What follows belongs to an exercise in optimizing a design on an open flow for small area; a production flow would make more cautious choices.
Only simulation tests tie the RTL to the original design; equivalence was not proved.
Power is estimated from default activity; no workload was simulated.

==> build 11: inputs <==
## wwvb_core
module wwvb_core (
    input  wire        clk,
    input  wire        rst,           
    input  wire [15:0] cmd,
    input  wire        cmd_valid,
    input  wire [39:0] cal_in,
    output reg  [7:0]  rdata,
    output wire [15:0] period_out,
    output wire [15:0] compare_out,
    output reg         cmd_done
);
    localparam [79:0] T_Z = 80'h003F_FC00_0000_0000_0000;
    localparam [79:0] T_O = 80'h003F_FFFF_FF00_0000_03FF;
    localparam [79:0] T_M = 80'h003F_FFFF_FFFF_FFC0_03FF;
    localparam [21:0] NOMINAL_SCALED = 22'd2133332;
    localparam [21:0] SCALED_MIN     = 22'd2026666;
    localparam [21:0] SCALED_MAX     = 22'd2239998;
    localparam [1:0] SYM_0 = 2'd0, SYM_1 = 2'd1, SYM_M = 2'd2, SYM_NONE = 2'd3;
    localparam [3:0] S_IDLE  = 4'd0,
                     S_POS   = 4'd1,    
                     S_SWEEP = 4'd2,    
                     S_ACQ   = 4'd3,    
                     S_PUSHW = 4'd4,    
                     S_FSC   = 4'd5,    
                     S_FRM   = 4'd6,    
                     S_LEAP  = 4'd7,    
                     S_DISC  = 4'd8,
                     S_MUL   = 4'd9,
                     S_DIV   = 4'd10,
                     S_ADJ   = 4'd11,
                     S_TOD   = 4'd12,
                     S_RD    = 4'd13,
                     S_RDSB  = 4'd14,
                     S_RDST  = 4'd15;
    reg [3:0] state;
    function [36:0] radd;       
        input [35:0] a, b;
        input        ci;
        integer k;
        reg c;
        begin
            c = ci;
            for (k = 0; k < 36; k = k + 1) begin
                radd[k] = a[k] ^ b[k] ^ c;
                c = (a[k] & b[k]) | (c & (a[k] ^ b[k]));
            end
            radd[36] = c;
        end
    endfunction
    reg [90:0]  hist;            
    reg [6:0]   cz, co, cm;      
    reg [3:0]   pos;             
    reg [3:0]   nv;              
    reg         sdir;            
    reg         sfirst;
  ...
export LEC_CHECK = 0
export CAP_MARGIN = 20
export CORE_MARGIN = 2
export CORE_UTILIZATION = 60
export GPL_TIMING_DRIVEN = 1
export SLEW_MARGIN = 20
create_clock -name core_clock -period 40.0 [get_ports {clk}]
standard.sh (not shown) runs the stock make flow with config.mk's settings and CLKGATE_MAP_FILE= SYNTH_SCRIPT=/design/flow/synth_recipe.tcl, a recipe that flattens the netlist after the stock synthesis.
==> flow/flow/run.sh <==
#!/bin/bash
# Own flow: the standard layout (standard.sh) with three changes.
# 1. Synthesis: ABC maps the logic with Yosys's default liberty script instead of ORFS's
#    speed script. Everything before ABC, so every register, its name and its cell, is the
#    standard synthesis (synth_recipe.tcl, sourced unchanged).
# 2. CTS: no dummy loads; sink clusters of up to 12 flip-flops on clkbuf_8.
# 3. Port buffers are buf_1 (the smallest buffer).
# Each tool's output goes to flow.log here; ORFS's own logs stay under orfs/logs.
set -euo pipefail
W=$(pwd)
cat > "$W/own_synth.tcl" <<EOT
proc abc {args} {
  set i [lsearch \$args -script]
  if {\$i >= 0} { set args [lreplace \$args \$i [expr {\$i + 1}]] }
  set j [lsearch \$args -constr]
  if {\$j >= 0} { set args [lreplace \$args \$j [expr {\$j + 1}]] }
  yosys abc {*}\$args
}
source $W/synth_recipe.tcl
EOT
sed "s|SYNTH_SCRIPT=[^ ]*synth_recipe.tcl|SYNTH_SCRIPT=$W/own_synth.tcl|" standard.sh > own_standard.sh
grep -q "own_synth.tcl" own_standard.sh
CTS="-sink_clustering_enable -repair_clock_nets -dont_use_dummy_load -sink_clustering_size 12 -sink_clustering_max_diameter 60 -buf_list sky130_fd_sc_hd__clkbuf_8"
bash own_standard.sh "CTS_ARGS=$CTS" "BUFFER_PORTS_ARGS=-buffer_cell sky130_fd_sc_hd__buf_1" finish > "$W/flow.log" 2>&1
==> build 98 (differences from build 11) <==
--- a/flow/design.v
+++ b/flow/design.v
@@ -64,14 +64,11 @@
     reg [3:0]   seek_count;
     reg [6:0]   peek_in;
     reg [2:0]   missed;
     reg [3:0]   last_offset;
     reg [15:0]  acc;
-    reg [31:0]  tss;
-    reg [31:0]  tpr;
-    reg [2:0]   tph;
-    reg         tp_inc_p, tp_zero_p, tp_busy, tp_zm, tp_c, tp_ge;
+    reg [31:0]  tss, tsp;
     reg [1:0]   tse;             
     reg [21:0]  scaled;
     reg [5:0]   frac_acc;
     reg         plong;           
     reg [5:0]   ticks, seconds, minutes;
@@ -81,12 +78,11 @@
     reg         is_leap_year, has_fix, dec_rej, err, err_op;
     reg [15:0]  err_cmd;
     reg [5:0]   flags;
     reg [1:0]   cal_status;
     reg         lret;            
-    reg [53:16] W;               
-    reg         neg;             
+    reg [53:0]  W;               
     reg [5:0]   cnt;
     assign period_out  = period;
     wire [36:0] per_r   = radd({20'd0, scaled[21:6]}, 36'd0, plong);
     wire [36:0] cmp_r   = radd({20'd0, per_r[15:0]}, {20'd0, 16'hFFFF}, 1'b0);
     wire [15:0] period  = per_r[15:0];
@@ -116,11 +112,10 @@
     wire blank = !has_fix && (ticks > 6'd45);
     wire [3:0] ra_h = ra[7:4];
     wire [3:0] ra_l = ra[3:0];
     wire ra_sb = ((ra_h == 4'h1) && (ra_l <= 4'h2)) ||
                  ((ra_h == 4'h5 || ra_h == 4'h6 || ra_h == 4'h7) && (ra_l <= 4'hA));
-    wire ra_tp = (ra_h == 4'h2) && (ra_l >= 4'hA) && (ra_l <= 4'hD);
     wire ra_st = (ra_h == 4'hA) || (ra_h == 4'hB) || (ra_h == 4'hC) ||
                  ((ra_h == 4'hD) && (ra_l <= 4'hB));
     wire [3:0] rd_slot = ra[6] ? ra[3:0] : 4'd0;
     wire [1:0] rd_board = ra[6] ? {ra[5:4] == 2'b11, ra[5:4] == 2'b10} : ra[1:0];
     wire        up  = (state == S_SWEEP) ? sdir :
@@ -232,32 +227,34 @@
     wire        acc_big   = acc[15] ? !((acc[14:4] == 11'h7FF) && (acc[3:0] != 4'd0))
                                     : (acc[14:4] != 11'd0);
     wire        disc_fire = acc_big && ((tss[31:10] != 22'd0) || (tss[9:0] > 10'd1000));
     wire        ld_app    = (state == S_DISC);    
     wire [36:0] tss_i     = radd({4'd0, tss}, ld_app ? ~{{20{acc[15]}}, acc} : 36'd0, 1'b1);
+    wire [36:0] tsp_i     = radd({4'd0, tsp}, 36'd0, 1'b1);
     wire [31:0] tss_inc   = tss_i[31:0];
+    wire [31:0] tsp_inc   = tsp_i[31:0];
     wire [33:0] dd        = {tse, tss};    
     wire [34:0] dd2       = {1'b0, dd[32:0], 1'b0};
     wire        in_adj    = (state == S_ADJ);
-    wire [21:0] add_a     = in_adj ? {{4{neg}}, W[33:16]} : W[37:16];
-    wire [36:0] msum_r    = radd({14'd0, add_a}, (acc[0] || in_adj) ? {14'd0, scaled} : 36'd0,
-                                 in_adj && neg && !sfirst);
+    wire [21:0] add_a     = in_adj ? {{4{acc[15]}}, W[33:16]} : W[37:16];
+    wire [36:0] msum_r    = radd({14'd0, add_a}, (W[0] || in_adj) ? {14'd0, scaled} : 36'd0,
+                                 in_adj && acc[15] && !sfirst);
     wire [22:0] msum      = msum_r[22:0];
     wire [34:0] dtrial    = W[52:18];
     wire [36:0] dsub      = radd({1'b0, dtrial}, ~{1'b0, dd2}, 1'b1);
     wire        dge       = dsub[36];
     wire [34:0] ddiff     = dsub[34:0];
-    wire        dsat = W[34] ^ neg;
+    wire        dsat = W[34] ^ acc[15];
     wire [22:0] lp_v  = msum;             
     wire [36:0] lp_hi = radd({14'd0, SCALED_MAX}, ~{13'd0, lp_v}, 1'b1);    
     wire [36:0] lp_lo = radd({14'd0, lp_v[21:0]}, ~{14'd0, SCALED_MIN}, 1'b1);    
-    wire        lp_max = (dd == 34'd0) || (!dd[33] && !neg && (dsat || !lp_hi[36]));
-    wire        lp_min = !lp_max && (dd[33] || (neg && (dsat || !lp_lo[36])));
+    wire        lp_max = (dd == 34'd0) || (!dd[33] && !acc[15] && (dsat || !lp_hi[36]));
+    wire        lp_min = !lp_max && (dd[33] || (acc[15] && (dsat || !lp_lo[36])));
     wire [21:0] lp_new = lp_max ? SCALED_MAX : lp_min ? SCALED_MIN : lp_v[21:0];
-    wire        lp_q0  = neg ? ((&W[33:16]) && !sfirst) : (W[33:16] == 18'd0);
+    wire        lp_q0  = acc[15] ? ((&W[33:16]) && !sfirst) : (W[33:16] == 18'd0);
     wire        lp_chg = lp_max ? (scaled != SCALED_MAX) : lp_min ? (scaled != SCALED_MIN) : !lp_q0;
-    wire [5:0] r25_t = {W[20:16], year[cnt[3:0]]};
+    wire [5:0] r25_t = {W[4:0], year[cnt[3:0]]};
     wire [5:0] r25_n = (r25_t >= 6'd25) ? r25_t - 6'd25 : r25_t;
     wire [36:0] cad_r   = radd({30'd0, frac_acc}, {30'd0, frac}, 1'b0);
     wire [5:0] cad_acc  = cad_r[5:0];
     wire       cad_long = cad_r[6];
     wire [5:0] ra_st_slot = {~ra[5], ra[4], ra[3:0]};    
@@ -294,10 +291,14 @@
             8'h25: rd_val = acc[15:8];
             8'h26: rd_val = tss[7:0];
             8'h27: rd_val = tss[15:8];
             8'h28: rd_val = tss[23:16];
             8'h29: rd_val = tss[31:24];
+            8'h2A: rd_val = tsp[7:0];
+            8'h2B: rd_val = tsp[15:8];
+            8'h2C: rd_val = tsp[23:16];
+            8'h2D: rd_val = tsp[31:24];
             8'h30, 8'h81: rd_val = scaled[7:0];
             8'h31, 8'h82: rd_val = scaled[15:8];
             8'h32, 8'h83: rd_val = {2'b00, scaled[21:16]};
             8'h34: rd_val = whole[7:0];
             8'h35: rd_val = whole[15:8];
@@ -342,75 +343,21 @@
             if (do_push)            ph <= 6'd0;
             else if (ph == 6'd59) begin ph <= 6'd0; clr <= 1'b0; end
             else                    ph <= ph + 6'd1;
         end
     end
-    wire       tp_inc_req = strobe && legal && op_tick;
-    wire       tp_zreq    = (strobe && legal && op_reset) ||
-                            ((state == S_ACQ) && !mode && seek_det && (seek_count + 4'd1 >= 4'd10)) ||
-                            ((state == S_DISC) && tp_ok && tp_ge);
-    wire       tp_start   = (tph == 3'd0) && !tp_busy && (tp_zero_p || tp_inc_p);
-    wire       tp_pass    = tp_busy || tp_start;
-    wire       tp_zmode   = tp_busy ? tp_zm : tp_zero_p;
-    wire       tp_ok      = !tp_busy && !tp_inc_p && !tp_zero_p;
-    wire       tp_incw    = tp_inc_p || (tp_busy && !tp_zm);
-    wire [3:0] tp_n0      = tpr[3:0];
-    wire       tp_cin     = (tph == 3'd0) ? 1'b1 : tp_c;
-    wire       tp_gin     = (tph == 3'd0) ? 1'b1 : tp_ge;
-    wire [4:0] tp_sum     = {1'b0, tp_n0} + {4'd0, tp_cin};
-    wire [3:0] tp_new     = tp_zmode ? 4'd0 : tp_sum[3:0];
-    reg  [3:0] tp_thr;     
-    always @* begin
-        case (tph)
-            3'd1:    tp_thr = 4'h2;
-            3'd2:    tp_thr = 4'h1;
-            3'd3:    tp_thr = 4'hA;
-            3'd4:    tp_thr = 4'h7;
-            default: tp_thr = 4'h0;
-        endcase
-    end
-    wire       tp_geo     = (tp_new > tp_thr) || ((tp_new == tp_thr) && tp_gin);
-    always @(posedge clk) begin
-        tpr <= {tp_pass ? tp_new : tp_n0, tpr[31:4]};
-        if (rst) begin
-            tph       <= 3'd0;
-            tp_zero_p <= 1'b1;
-            tp_inc_p  <= 1'b0;
-            tp_busy   <= 1'b0;
-            tp_ge     <= 1'b0;
-        end else begin
-            tph <= tph + 3'd1;
-            if (tp_start) begin
-                tp_busy <= 1'b1;
-                tp_zm   <= tp_zero_p;
-                if (tp_zero_p) tp_zero_p <= 1'b0;
-                else           tp_inc_p  <= 1'b0;
-            end else if (tp_busy && tph == 3'd7) begin
-                tp_busy <= 1'b0;
-            end
-            if (tp_pass) begin
-                tp_c  <= tp_sum[4];
-                tp_ge <= tp_geo;
-            end
-            if (tp_inc_req) tp_inc_p <= 1'b1;
-            if (tp_zreq) begin
-                tp_zero_p <= 1'b1;
-                tp_inc_p  <= 1'b0;
-            end
-        end
-    end
     task reset_state;
         begin
             hist <= 91'd0;
             cz <= 7'd68; co <= 7'd40; cm <= 7'd22;
             pos <= 4'd0; nv <= 4'd0;
             pv_z <= 7'd0; pv_o <= 7'd0; pv_m <= 7'd0;
             pi_z <= 4'd0; pi_o <= 4'd0; pi_m <= 4'd0;
             frame_score <= 6'd0;
             mode <= 1'b0;
             seek_count <= 4'd0; peek_in <= 7'd0; missed <= 3'd0; last_offset <= 4'd0;
-            acc <= 16'd0; tss <= 32'd0; tse <= 2'd0;
+            acc <= 16'd0; tss <= 32'd0; tsp <= 32'd0; tse <= 2'd0;
             frac_acc <= 6'd0;
             ticks <= 6'd0; seconds <= 6'd0; minutes <= 6'd0; hours <= 5'd0;
             day <= 9'd1; year <= 16'd2000;
             is_leap_year <= 1'b0; has_fix <= 1'b0; dec_rej <= 1'b0;
             err <= 1'b0; err_op <= 1'b0; err_cmd <= 16'd0;
@@ -462,10 +409,11 @@
                         end else begin
                             hist <= {hist[89:0], cmd[0]};
                             pos  <= pos + 4'd1;
                             if (nv != 4'd11) nv <= nv + 4'd1;
                             tss  <= tss_inc;
+                            tsp  <= tsp_inc;
                             state <= S_POS;
                         end
                     end
                 end
                 S_POS: begin
@@ -498,10 +446,11 @@
                                 peek_in     <= 7'd60;
                                 missed      <= 3'd0;
                                 last_offset <= 4'd0;
                                 acc         <= 16'd0;
                                 tss         <= 32'd0;
+                                tsp         <= 32'd0;
                             end
                         end
                     end else begin
                         if (peek_in == 7'd1) begin
                             state <= S_PUSHW;
@@ -548,19 +497,19 @@
                             is_leap_year <= mc_leap_i;
                             seconds      <= 6'd0;
                             ticks        <= 6'd14;
                             has_fix      <= 1'b1;
                             if (day_wrap) begin
-                                W[20:16] <= 5'd0; cnt <= 6'd15; lret <= 1'b0; state <= S_LEAP;
+                                W[4:0] <= 5'd0; cnt <= 6'd15; lret <= 1'b0; state <= S_LEAP;
                             end
                         end else begin
                             dec_rej <= 1'b1;
                         end
                     end
                 end
                 S_LEAP: begin
-                    W[20:16] <= r25_n[4:0];
+                    W[4:0] <= r25_n[4:0];
                     cnt <= cnt - 6'd1;
                     if (cnt == 6'd0) begin
                         is_leap_year <= (year[1:0] == 2'd0) && (r25_n != 6'd0 || year[3:2] == 2'd0);
                         if (lret) begin
                             cmd_done <= 1'b1;
@@ -568,35 +517,36 @@
                         end else begin
                             state <= mode ? S_DISC : S_TOD;
                         end
                     end
                 end
-                S_DISC: if (tp_ok) begin
-                    if (tp_ge) flags[3] <= 1'b1;    
+                S_DISC: begin
+                    if ((tsp[31:19] != 13'd0) || (tsp[18:0] >= 19'd500000)) begin
+                        flags[3] <= 1'b1;
+                        tsp      <= 32'd0;
+                    end
                     if (disc_fire) begin
                         tss <= tss_i[31:0];
                         tse <= tss_i[33:32];
-                        W   <= {16'd0, acc[15] ? scaled : 22'd0};
-                        acc <= acc[15] ? ~acc : acc;
-                        neg <= acc[15];
+                        W   <= {16'd0, acc[15] ? scaled : 22'd0, acc[15] ? ~acc : acc};
                         cnt <= 6'd0;
                         state <= S_MUL;
                     end else begin
                         state <= S_TOD;
                     end
                 end
                 S_MUL: begin
-                    {W, acc} <= {16'd0, msum, acc[15:1]};
+                    W <= {16'd0, msum, W[15:1]};
                     cnt <= cnt + 6'd1;
                     if (cnt == 6'd15) begin
                         cnt   <= 6'd0;
                         state <= S_DIV;
                     end
                 end
                 S_DIV: begin
-                    if (cnt <= 6'd18) {W, acc} <= {dge ? ddiff : dtrial, W[17:16], acc, dge ^ neg};
-                    else              {W, acc} <= {W[52:16], acc, 1'b0};
+                    if (cnt <= 6'd18) W <= {dge ? ddiff : dtrial, W[17:0], dge ^ acc[15]};
+                    else              W <= {W[52:0], 1'b0};
                     if (cnt == 6'd19) sfirst <= |W[53:19];
                     cnt <= cnt + 6'd1;
                     if (cnt == 6'd34) state <= S_ADJ;
                 end
                 S_ADJ: begin
@@ -605,11 +555,11 @@
                     acc    <= 16'd0;
                     tss    <= 32'd0;
                     tse    <= 2'd0;
                     state  <= S_TOD;
                 end
-                S_TOD: if (!tp_incw) begin
+                S_TOD: begin
                     cmd_done <= 1'b1;
                     state    <= S_IDLE;
                     if (ticks == 6'd59) begin
                         ticks    <= 6'd0;
                         flags[1] <= 1'b1;
@@ -619,11 +569,11 @@
                             minutes  <= mc_min;
                             hours    <= mc_hour;
                             day      <= mc_day;
                             year     <= mc_year;
                             if (day_wrap) begin
-                                W[20:16] <= 5'd0; cnt <= 6'd15; lret <= 1'b1;
+                                W[4:0] <= 5'd0; cnt <= 6'd15; lret <= 1'b1;
                                 cmd_done <= 1'b0;
                                 state <= S_LEAP;
                             end
                         end else begin
                             seconds <= seconds + 6'd1;
@@ -634,17 +584,11 @@
                     flags[4] <= 1'b1;
                     frac_acc <= cad_acc;
                     plong    <= cad_long;
                 end
                 S_RD: begin
-                    if (ra_tp) begin
-                        if (tp_ok && tph == {~ra[1], ra[0], 1'b0}) begin
-                            rdata    <= tpr[7:0];
-                            cmd_done <= 1'b1;
-                            state    <= S_IDLE;
-                        end
-                    end else if (ra_sb) state <= S_RDSB;
+                    if (ra_sb)      state <= S_RDSB;
                     else if (ra_st) state <= S_RDST;
                     else begin
                         rdata    <= rd_val;
                         cmd_done <= 1'b1;
                         state    <= S_IDLE;
--- a/flow/flow/run.sh
+++ b/flow/flow/run.sh
@@ -2,11 +2,11 @@
 # Own flow: the standard layout (standard.sh) with three changes.
 # 1. Synthesis: ABC maps the logic with Yosys's default liberty script instead of ORFS's
 #    speed script. Everything before ABC, so every register, its name and its cell, is the
 #    standard synthesis (synth_recipe.tcl, sourced unchanged).
 # 2. CTS: no dummy loads; sink clusters of up to 12 flip-flops on clkbuf_8.
-# 3. Port buffers are buf_1 (the smallest buffer).
+# 3. Port buffers are buf_1; placement is not timing driven (40 ns leaves ample slack).
 # Each tool's output goes to flow.log here; ORFS's own logs stay under orfs/logs.
 set -euo pipefail
 W=$(pwd)
 cat > "$W/own_synth.tcl" <<EOT
 proc abc {args} {
--- a/flow/config.mk
+++ b/flow/config.mk
@@ -5,8 +5,8 @@
 export SDC_FILE = /design/flow/constraint.sdc
 export NUM_CORES = 4
 export LEC_CHECK = 0
 export CAP_MARGIN = 20
 export CORE_MARGIN = 2
-export CORE_UTILIZATION = 60
-export GPL_TIMING_DRIVEN = 1
+export CORE_UTILIZATION = 50
+export GPL_TIMING_DRIVEN = 0
 export SLEW_MARGIN = 20
==> results by group <==
Finish
  • Largest regs: stp: 120 flops, hist: 91 flops, W: 38 flops
  • Commonest non-fill, non-tap cells in the layout: nor2_1, dfxtp_1, nand2_1
  • Fill cell count: 4,504
  • Design area: 35,800 um2

Clock network
  • Reg clk slew, reported paths: 0.10 ns

Run status
  • Status: complete, no violations

Synthesis
  • Synthesized area per cell: 8.49 um2

Placed design
  • Place WS: 25.29 ns

GRT
  • Antenna violations before repair: 7
  • Vias in the first global route: 32,200

Pwr
  • Power per cell area: 68.2 nW/um2
  • Power, Total: 2.44 mW

Timing
  • Slew margin rel.: 15.4%

Min path
  • Hold_sp: tpr[14]

Floorplan
  • Initial Utilization: 61.0%

Critical path
  • Crit path largest cell delay: 0.50 ns
# the run above: build 11

==> results by group <==
Run status
  • Status: complete, no violations

Floorplan
  • Initial Utilization: 50.3%

Routing
  • WL met1: 55.7 mm

Placed design
  • Place WS: 25.21 ns
  • Placed Instances: 4,853

Synthesis
  • XOR/XNOR Fraction of Synth Area: 2.57%

Finish
  • Design area: 36,900 um2
  • Fill cell count: 6,379

GRT
  • Antenna violations before repair: 8
  • Vias in the first global route: 29,400
  • Met2 Usage GRT: 53.8%

Clock network
  • Cts repair resizes: 0

Pwr
  • Power per cell area: 62.0 nW/um2
  • Power, Total: 2.28 mW

Critical path
  • Crit path largest cell delay: 0.82 ns

Timing
  • Slew margin rel.: 12.7%

Min path
  • Hold_sp: stp[114]
# the run above: build 98

-- port drivers added, routing unchanged --
The results above use ideal ports. As a check the final layouts listed here were re-extracted and re-timed, cells and wires unchanged. Step 1, drivers: a clkbuf_16 drives clk and a buf_2 each remaining input, both assumed. Step 2 also shifts input and output timing later by t, the mid clock arrival at the registers, as if the neighbouring blocks saw the same clock. Three values: ideal ports, drivers, drivers and shift; two values: the first two.
run | t (ns) | setup WS [ns] | worst hold slack (ns) | latest minus earliest clock arrival (ns) | pins driven straight from the clock port
build 11 | 0.776 | 24.953 / 24.953 / 24.953 | 0.322 / 0.322 / 0.322 | 0.057 / 0.057 | 1
build 98 | 0.766 | 24.876 / 24.876 / 24.876 | 0.309 / 0.309 / 0.309 | 0.061 / 0.061 | 1
After both steps every run listed still meets setup and hold.
